From an optimization exercise on the open Yosys and OpenROAD flow, aimed at small area, a short achievable clock period and few clock cycles; shortcuts taken in it are not production practice.
In this exercise RTL edits were held to simulation tests only and were not proved equivalent to the original.

==> flow/design.v <==
module sonpe_sha256 (
    input  wire         clk,
    input  wire         rst,
    input  wire         start,
    input  wire [511:0] block,     
    output reg          done,
    output reg  [255:0] digest     
);
    localparam [255:0] IV = {
        32'h6a09e667, 32'hbb67ae85, 32'h3c6ef372, 32'ha54ff53a,
        32'h510e527f, 32'h9b05688c, 32'h1f83d9ab, 32'h5be0cd19
    };
    reg         busy;
    reg  [5:0]  t;
    reg  [31:0] a, b, c, d, e, f, g, h;
    reg  [31:0] w [0:15];    
    reg  [31:0] k_t;
    always @(*) begin
        case (t)
            6'd0:   k_t = 32'h428a2f98; 6'd1:   k_t = 32'h71374491;
            6'd2:   k_t = 32'hb5c0fbcf; 6'd3:   k_t = 32'he9b5dba5;
            6'd4:   k_t = 32'h3956c25b; 6'd5:   k_t = 32'h59f111f1;
            6'd6:   k_t = 32'h923f82a4; 6'd7:   k_t = 32'hab1c5ed5;
            6'd8:   k_t = 32'hd807aa98; 6'd9:   k_t = 32'h12835b01;
            6'd10:  k_t = 32'h243185be; 6'd11:  k_t = 32'h550c7dc3;
            6'd12:  k_t = 32'h72be5d74; 6'd13:  k_t = 32'h80deb1fe;
            6'd14:  k_t = 32'h9bdc06a7; 6'd15:  k_t = 32'hc19bf174;
            6'd16:  k_t = 32'he49b69c1; 6'd17:  k_t = 32'hefbe4786;
            6'd18:  k_t = 32'h0fc19dc6; 6'd19:  k_t = 32'h240ca1cc;
            6'd20:  k_t = 32'h2de92c6f; 6'd21:  k_t = 32'h4a7484aa;
            6'd22:  k_t = 32'h5cb0a9dc; 6'd23:  k_t = 32'h76f988da;
            6'd24:  k_t = 32'h983e5152; 6'd25:  k_t = 32'ha831c66d;
            6'd26:  k_t = 32'hb00327c8; 6'd27:  k_t = 32'hbf597fc7;
            6'd28:  k_t = 32'hc6e00bf3; 6'd29:  k_t = 32'hd5a79147;
            6'd30:  k_t = 32'h06ca6351; 6'd31:  k_t = 32'h14292967;
            6'd32:  k_t = 32'h27b70a85; 6'd33:  k_t = 32'h2e1b2138;
            6'd34:  k_t = 32'h4d2c6dfc; 6'd35:  k_t = 32'h53380d13;
            6'd36:  k_t = 32'h650a7354; 6'd37:  k_t = 32'h766a0abb;
            6'd38:  k_t = 32'h81c2c92e; 6'd39:  k_t = 32'h92722c85;
            6'd40:  k_t = 32'ha2bfe8a1; 6'd41:  k_t = 32'ha81a664b;
            6'd42:  k_t = 32'hc24b8b70; 6'd43:  k_t = 32'hc76c51a3;
            6'd44:  k_t = 32'hd192e819; 6'd45:  k_t = 32'hd6990624;
            6'd46:  k_t = 32'hf40e3585; 6'd47:  k_t = 32'h106aa070;
            6'd48:  k_t = 32'h19a4c116; 6'd49:  k_t = 32'h1e376c08;
            6'd50:  k_t = 32'h2748774c; 6'd51:  k_t = 32'h34b0bcb5;
            6'd52:  k_t = 32'h391c0cb3; 6'd53:  k_t = 32'h4ed8aa4a;
            6'd54:  k_t = 32'h5b9cca4f; 6'd55:  k_t = 32'h682e6ff3;
            6'd56:  k_t = 32'h748f82ee; 6'd57:  k_t = 32'h78a5636f;
            6'd58:  k_t = 32'h84c87814; 6'd59:  k_t = 32'h8cc70208;
            6'd60:  k_t = 32'h90befffa; 6'd61:  k_t = 32'ha4506ceb;
            6'd62:  k_t = 32'hbef9a3f7; default: k_t = 32'hc67178f2;
        endcase
    end
    wire [31:0] big_s0 = {a[1:0], a[31:2]} ^ {a[12:0], a[31:13]} ^ {a[21:0], a[31:22]};
    wire [31:0] big_s1 = {e[5:0], e[31:6]} ^ {e[10:0], e[31:11]} ^ {e[24:0], e[31:25]};
    wire [31:0] ch     = (e & f) ^ (~e & g);
    wire [31:0] maj    = (a & b) ^ (a & c) ^ (b & c);
    wire [31:0] t1     = h + big_s1 + ch + k_t + w[0];
    wire [31:0] t2     = big_s0 + maj;
    wire [31:0] sm_s0  = {w[1][6:0], w[1][31:7]} ^ {w[1][17:0], w[1][31:18]} ^ (w[1] >> 3);
    wire [31:0] sm_s1  = {w[14][16:0], w[14][31:17]} ^ {w[14][18:0], w[14][31:19]} ^ (w[14] >> 10);
    wire [31:0] w_next = sm_s1 + w[9] + sm_s0 + w[0];
    integer i;
    always @(posedge clk) begin
        if (rst) begin
            busy <= 1'b0;
            done <= 1'b0;
            t    <= 6'd0;
        end else begin
            done <= 1'b0;
            if (start && !busy) begin
                busy <= 1'b1;
                t    <= 6'd0;
            end else if (busy) begin
                t <= t + 6'd1;
                if (t == 6'd63) begin
                    busy <= 1'b0;
                    done <= 1'b1;
                end
            end
        end
    end
    always @(posedge clk) begin
        if (start && !busy) begin
            {a, b, c, d, e, f, g, h} <= IV;
            for (i = 0; i < 16; i = i + 1)
                w[i] <= block[511 - 32*i -: 32];
        end else if (busy) begin
            h <= g;
            g <= f;
            f <= e;
            e <= d + t1;
            d <= c;
            c <= b;
            b <= a;
            a <= t1 + t2;
            for (i = 0; i < 15; i = i + 1)
                w[i] <= w[i+1];
            w[15] <= w_next;
        end
        if (busy && t == 6'd63) begin
            digest <= {IV[255:224] + t1 + t2, IV[223:192] + a,
                       IV[191:160] + b,       IV[159:128] + c,
                       IV[127:96]  + d + t1,  IV[95:64]   + e,
                       IV[63:32]   + f,       IV[31:0]    + g};
        end
    end
endmodule
module sonpe (
    input  wire         clk,
    input  wire         rst,           
    input  wire         start,
    input  wire [255:0] seed,          
    input  wire [63:0]  index,
    input  wire [63:0]  list_size,
    output wire         ready,
    output reg          done,
    output reg  [1:0]   err,           
    output reg  [63:0]  result
);
    localparam [2:0] S_IDLE    = 3'd0,
                     S_PIV     = 3'd1,
                     S_PIV_W   = 3'd2,
                     S_MOD     = 3'd3,
                     S_FLIP    = 3'd4,
                     S_SRC     = 3'd5,
                     S_SRC_W   = 3'd6,
                     S_DONE    = 3'd7;
    reg  [2:0]   state;
    reg  [255:0] seed_q;
    reg  [39:0]  widx;
    reg  [40:0]  n;
    reg  [6:0]   round;
    reg  [63:0]  dividend;
    reg  [40:0]  rem;
    reg  [5:0]   cnt;
    reg  [39:0]  flip;
    reg  [39:0]  pos;
    reg  [1:0]   err_q;
    wire [7:0]   r8 = {1'b0, round};
    wire [31:0]  blk = pos[39:8];
    wire [255:0] seed_be;
    genvar k;
    generate
        for (k = 0; k < 32; k = k + 1) begin : g_seed
            assign seed_be[255 - 8*k -: 8] = seed_q[8*k +: 8];
        end
    endgenerate
    wire [511:0] piv_block = {seed_be, r8, 8'h80, 16'h0000,
                              32'h0, 32'h0, 32'h0, 32'h0, 32'h0, 32'h0,
                              32'h00000108};
    wire [511:0] src_block = {seed_be, r8, blk[7:0], blk[15:8], blk[23:16],
                              blk[31:24], 8'h80, 16'h0000,
                              32'h0, 32'h0, 32'h0, 32'h0, 32'h0,
                              32'h00000128};
    wire         sha_start = (state == S_PIV) || (state == S_SRC);
    wire [511:0] sha_block = (state == S_PIV) ? piv_block : src_block;
    wire         sha_done;
    wire [255:0] digest;
    sonpe_sha256 u_sha (
        .clk    (clk),
        .rst    (rst),
        .start  (sha_start),
        .block  (sha_block),
        .done   (sha_done),
        .digest (digest)
    );
    wire [63:0]  raw;
    generate
        for (k = 0; k < 8; k = k + 1) begin : g_raw
            assign raw[8*k +: 8] = digest[255 - 8*k -: 8];
        end
    endgenerate
    wire [7:0]   src_byte = digest[255 - 8*pos[7:3] -: 8];
    wire         src_bit  = src_byte[pos[2:0]];
    wire [41:0]  rem_sh  = {rem, dividend[63]};
    wire         rem_ge  = rem_sh >= {1'b0, n};
    wire [41:0]  rem_sub = rem_sh - {1'b0, n};
    wire [40:0]  flip_c = (rem[39:0] >= widx) ? (rem - {1'b0, widx})
                                                : (rem + n - {1'b0, widx});
    wire [39:0]  pos_c  = (flip_c[39:0] > widx) ? flip_c[39:0] : widx;
    assign ready = (state == S_IDLE);
    always @(posedge clk) begin
        if (rst) begin
            state <= S_IDLE;
            done  <= 1'b0;
        end else begin
            done <= 1'b0;
            case (state)
                S_IDLE: if (start) begin
                    seed_q <= seed;
                    if (index >= list_size) begin
                        err_q <= 2'd1;
                        state <= S_DONE;
                    end else if (list_size > 64'h0000_0100_0000_0000) begin
                        err_q <= 2'd2;
                        state <= S_DONE;
                    end else begin
                        err_q <= 2'd0;
                        widx  <= index[39:0];
                        n     <= list_size[40:0];
                        round <= 7'd0;
                        state <= S_PIV;
                    end
                end
                S_PIV:   state <= S_PIV_W;
                S_PIV_W: if (sha_done) begin
                    dividend <= raw;
                    rem      <= 41'd0;
                    cnt      <= 6'd0;
                    state    <= S_MOD;
                end
                S_MOD: begin
                    rem      <= rem_ge ? rem_sub[40:0] : rem_sh[40:0];
                    dividend <= {dividend[62:0], 1'b0};
                    cnt      <= cnt + 6'd1;
                    if (cnt == 6'd63)
                        state <= S_FLIP;
                end
                S_FLIP: begin
                    flip  <= flip_c[39:0];
                    pos   <= pos_c;
                    state <= S_SRC;
                end
                S_SRC:   state <= S_SRC_W;
                S_SRC_W: if (sha_done) begin
                    if (src_bit)
                        widx <= flip;
                    if (round == 7'd89)
                        state <= S_DONE;
                    else begin
                        round <= round + 7'd1;
                        state <= S_PIV;
                    end
                end
                S_DONE: begin
                    done   <= 1'b1;
                    err    <= err_q;
                    result <= (err_q == 2'd0) ? {24'd0, widx} : 64'd0;
                    state  <= S_IDLE;
                end
                default: state <= S_IDLE;
            endcase
        end
    end
endmodule
==> flow/run.sh <==
#!/bin/bash
# synth_recipe.tcl (not shown) runs the flow's synth.tcl, then flattens the netlist and writes it again
# the make line also repeats each setting of config.mk as NAME=value (left out here)
make -C /OpenROAD-flow-scripts/flow DESIGN_CONFIG=/design/flow/config.mk WORK_HOME=/design/flow/orfs CLKGATE_MAP_FILE= SYNTH_SCRIPT=/design/flow/synth_recipe.tcl finish
==> flow/config.mk <==
export PLATFORM = sky130hd
export DESIGN_NAME = sonpe
export DESIGN_NICKNAME = sonpe
export VERILOG_FILES = /design/flow/design.v
export SDC_FILE = /design/flow/constraint.sdc
export NUM_CORES = 4
export LEC_CHECK = 0
export CAP_MARGIN = 20
export CORE_MARGIN = 2
export CORE_UTILIZATION = 40
export SLEW_MARGIN = 20
==> flow/constraint.sdc <==
create_clock -name core_clock -period 10.0 [get_ports {clk}]
set_input_delay 2.0000 -clock core_clock [delete_from_list [all_inputs] [get_ports {clk}]]
set_output_delay 2.0000 -clock core_clock [all_outputs]
set_load 0.01 [all_outputs]
==> summary.md <==
| Metric | Value |
|---|---|
| Placer Congestion | roughly 0.97 |
| Max cap viols | 0 |
| Post-DRT Antenna Nets | 0 |
| HP Class | flop to flop |
| Cts bufs inserted | 180 |
| CP Capture Type | flop |
| First-pass GRT wire length | 472 mm |
| Worst R2R Start | u_sha.e[27] |
| CP max-delay cell | o41ai_1 |
| Vias per cell | 5.50 |
| Worst Path Arrival | 9.08 ns |
| Starting Density | between 40% and 50% |
| Post-Syn Area | 94600 sq um |
| Post-CTS Setup Inserts | 0 |
| Post-DP HPWL | 250 mm |
| Synth-to-Final Area Change | 14.7% |
| Number of flops mapped to enable cells by yosys | 1347 |
| # rows | 178 |
| Clock slew at reported path FFs | roughly 0.06 ns |
| Worst skew pair latency | 0.87 ns |
| Largest net degree at the start of global routing | 211 |
| Hold violation count in the final report | 0 |
| Status | no timing/DRC/antenna violations |
| Core Box Area | 235000 sq um |
| H-Tree Depth | 4 |
| Port bufs | 430 |
| Cell Count, Final, Fillers Out | 12600 |
| Post-Syn Instances | 8939 |
| Pins Over Slew Limit | 0 |
| RSZ-0062 raised after global routing | false |
| CP max FO | 6 |
| CP startpoint | u_sha.e[27] |
| Final Instance Area | around 110000 sq um |
| Fillers | between 20000 and 25000 |
| Setup tns final | 0 ns |
| Library cells used by synthesis | slightly above 100 |
| Post-Route WL | 328 mm |
| FF/Latch Area | 46500 sq um |
| Final Cycle Share | a little over four fifths |
| Worst EP required | 10.61 ns |
| Top cells by area, synth | edfxtp_1 (43%), ha_1 (6.6%), dfxtp_1 (6.4%) |
| Initial antenna violation count | 29 |
| CP max stage delay | 0.85 ns |
| Commonest cells after routing, fill and taps aside | nand2_1 (1385), edfxtp_1 (1347), inv_1 (896) |
| Startpoint Class | flop |
| Dpl cells | between 10000 and 15000 |
| Synth Flop Type | edfxtp_1 |
| Post-CTS Resized | 0 |
| Synth top area share | 42.8% |
| Least-Margin Pin Slew | between 1 and 1.5 ns |
| Die area | around 240000 sq um |
| FFs w/ async S/R, synth | 0% |
| WS Path Type | flop to flop |
| Die Width | approximately 490 microns |
| Clock sink count | 1647 |
| Yosys Warn Count | 3 |
| Worst-case clock skew | between 0.08 and 0.09 ns |
| Vias in the first global route | 68400 |
| DRC | 0 |
| Max-slew headroom | 20.9% |
| Final setup violation count | 0 |
| Nets | 10400 |
| Cell Area, Placed | 102000 sq um |
| DR pass1 iterations | 6 |
| Synth Register Bits | 1647 |
| Commonest non-fill, non-tap cell in the layout | nand2_1 |
| Yosys top cell by area | edfxtp_1 |
| Crit path time final | 8.47 ns |
| Post-synthesis sequential area ratio | 49.1% |
| Maximum clock frequency | 0.118 GHz |
| Gr usage total | 26.6% |
| Synth Area per Inst | between 10 and 15 sq um |
| IO Count | 455 |
| Die H | slightly below 500 microns |
| Min-delay src | dividend[33] |
| Gr ovfl total | 0 |
| Clock Tree Root | clkbuf_16 |
| Detailed-route via count | 69300 |
| Layout cells sized above 1 | 6.27% |
| Number of hold buffers added after CTS | 0 |
| Starting DRT DRC Count | 7249 |
| Area of the multi-input gates | 43300 sq um |
| Post-DR wirelength/cell | 26.0 microns |
| CTS tree | built |
| Clk buf depth | 3 |
[state kept, by name, summed over array words and instances, names as in the netlist, 40 cells and up]
| register | count |
|---|---|
| result | 40 |
| u_sha.digest | 256 |
| n | 41 |
| widx | 40 |
| dividend | 64 |
| u_sha.w | 512 |
| flip | 40 |
| pos | 40 |
| rem | 41 |
| seed_q | 256 |
[final cells by class]
class	count	area share, %
Timing Repair Buffer	523	4.69
Clock inverter	106	1.23
Multi-Input combinational cell	6010	40.0
Inverter	905	3.14
Clock buffer	231	4.45
Sequential cell	1647	42.8
Tap cell	3150	3.63
Antenna cell	26	0.0600
[kinds of logic (layout without fill, tap and decap cells)]
logic type	count (synthesis)	count (layout)	share of synthesized area (%)
DFF	1647	1647	49.1
buffers and inverters	1305	1765	5.34
muxes	236	236	3.64
adders and majority gates	745	745	11.6
AOI/OAI and AO/OA	1663	1663	11.3
and+or+nand+nor	2614	2614	12.2
other	1	50	0.00397
xor gates and xnor gates	728	728	6.74
[synth_stat cells, drive strengths merged (46+ instances only)]
cell	n
a211oi	47
a21o	155
a21oi	470
a22o	51
a22oi	84
a31oi	56
and2	204
buf	75
clkbuf	325
dfxtp	300
edfxtp	1347
fa	227
ha	500
inv	898
mux2	94
mux2i	65
mux4	77
nand2	1386
nand2b	46
nand3	148
nand4	58
nor2	426
nor2b	61
nor3	129
o21a	59
o21ai	379
o21bai	56
xnor2	552
xor2	176
[stage by stage]
stage	utilization [%]	hold WS (ns)	worst slack [ns]
global placement	43.5	0.478	1.66
floorplan	-	0.406	0.546
finish	46.1	0.485	1.53
CTS	46.1	0.483	1.57
detailed placement	43.5	0.490	1.57
global route	46.1	0.505	0.953
[path summary, 6_finish.rpt]
check             slack, ns  cells past startpoint           endpoint
hold reg to reg        0.48                      2       dividend[34]
setup / recovery       1.53                     30  u_sha.digest[253]
setup reg to reg       1.53                     30  u_sha.digest[253]
hold / removal         0.48                      2       dividend[34]
[worst max-delay path: cells and delay by family, from the launching register on]
kind                     cells  cell delay, ns
AO/OA/AOI/OAI               15            3.77
adder cells (fa/ha/maj)      5            2.36
AND/OR/NAND/NOR              4            0.73
flip-flops                   1            0.60
XOR/XNOR                     3            0.57
buffers and inverters        3            0.20
[routing by layer]
metal	vias up	global-route usage (%)	wire length (microns)
li1	31700	-	-
met1	34300	37.1	143000
met2	2709	41.6	147000
met3	498	3.62	21300
met4	18	11.2	15700
met5	-	0	114
Testbench counts, summed over its fixed seeds: cycles 425,572.

## re-timing with driven ports
How much do the figures lean on ideal ports? The routed layout below was timed once more, with nothing changed but the port constraints.
Step 1, drivers: a clkbuf_16 drives clk and a buf_2 each remaining input, both assumed.
Step 2 moves the port delays by t, midway between the first and last clock arrival at a register: inputs arrive t later, outputs are due t later. That takes back most of the time a late clock gives input paths.
Slacks: ideal / step 1 / step 2; pairs: ideal / step 1.
t, ns: 0.930
slack for setup (ns): 1.531 / 1.531 / 1.531
worst setup path after step 2: register to register
After both steps this run still meets setup and hold. The setup slack of this run moves by 0.000 ns with the drivers and by 0.000 ns with both steps.
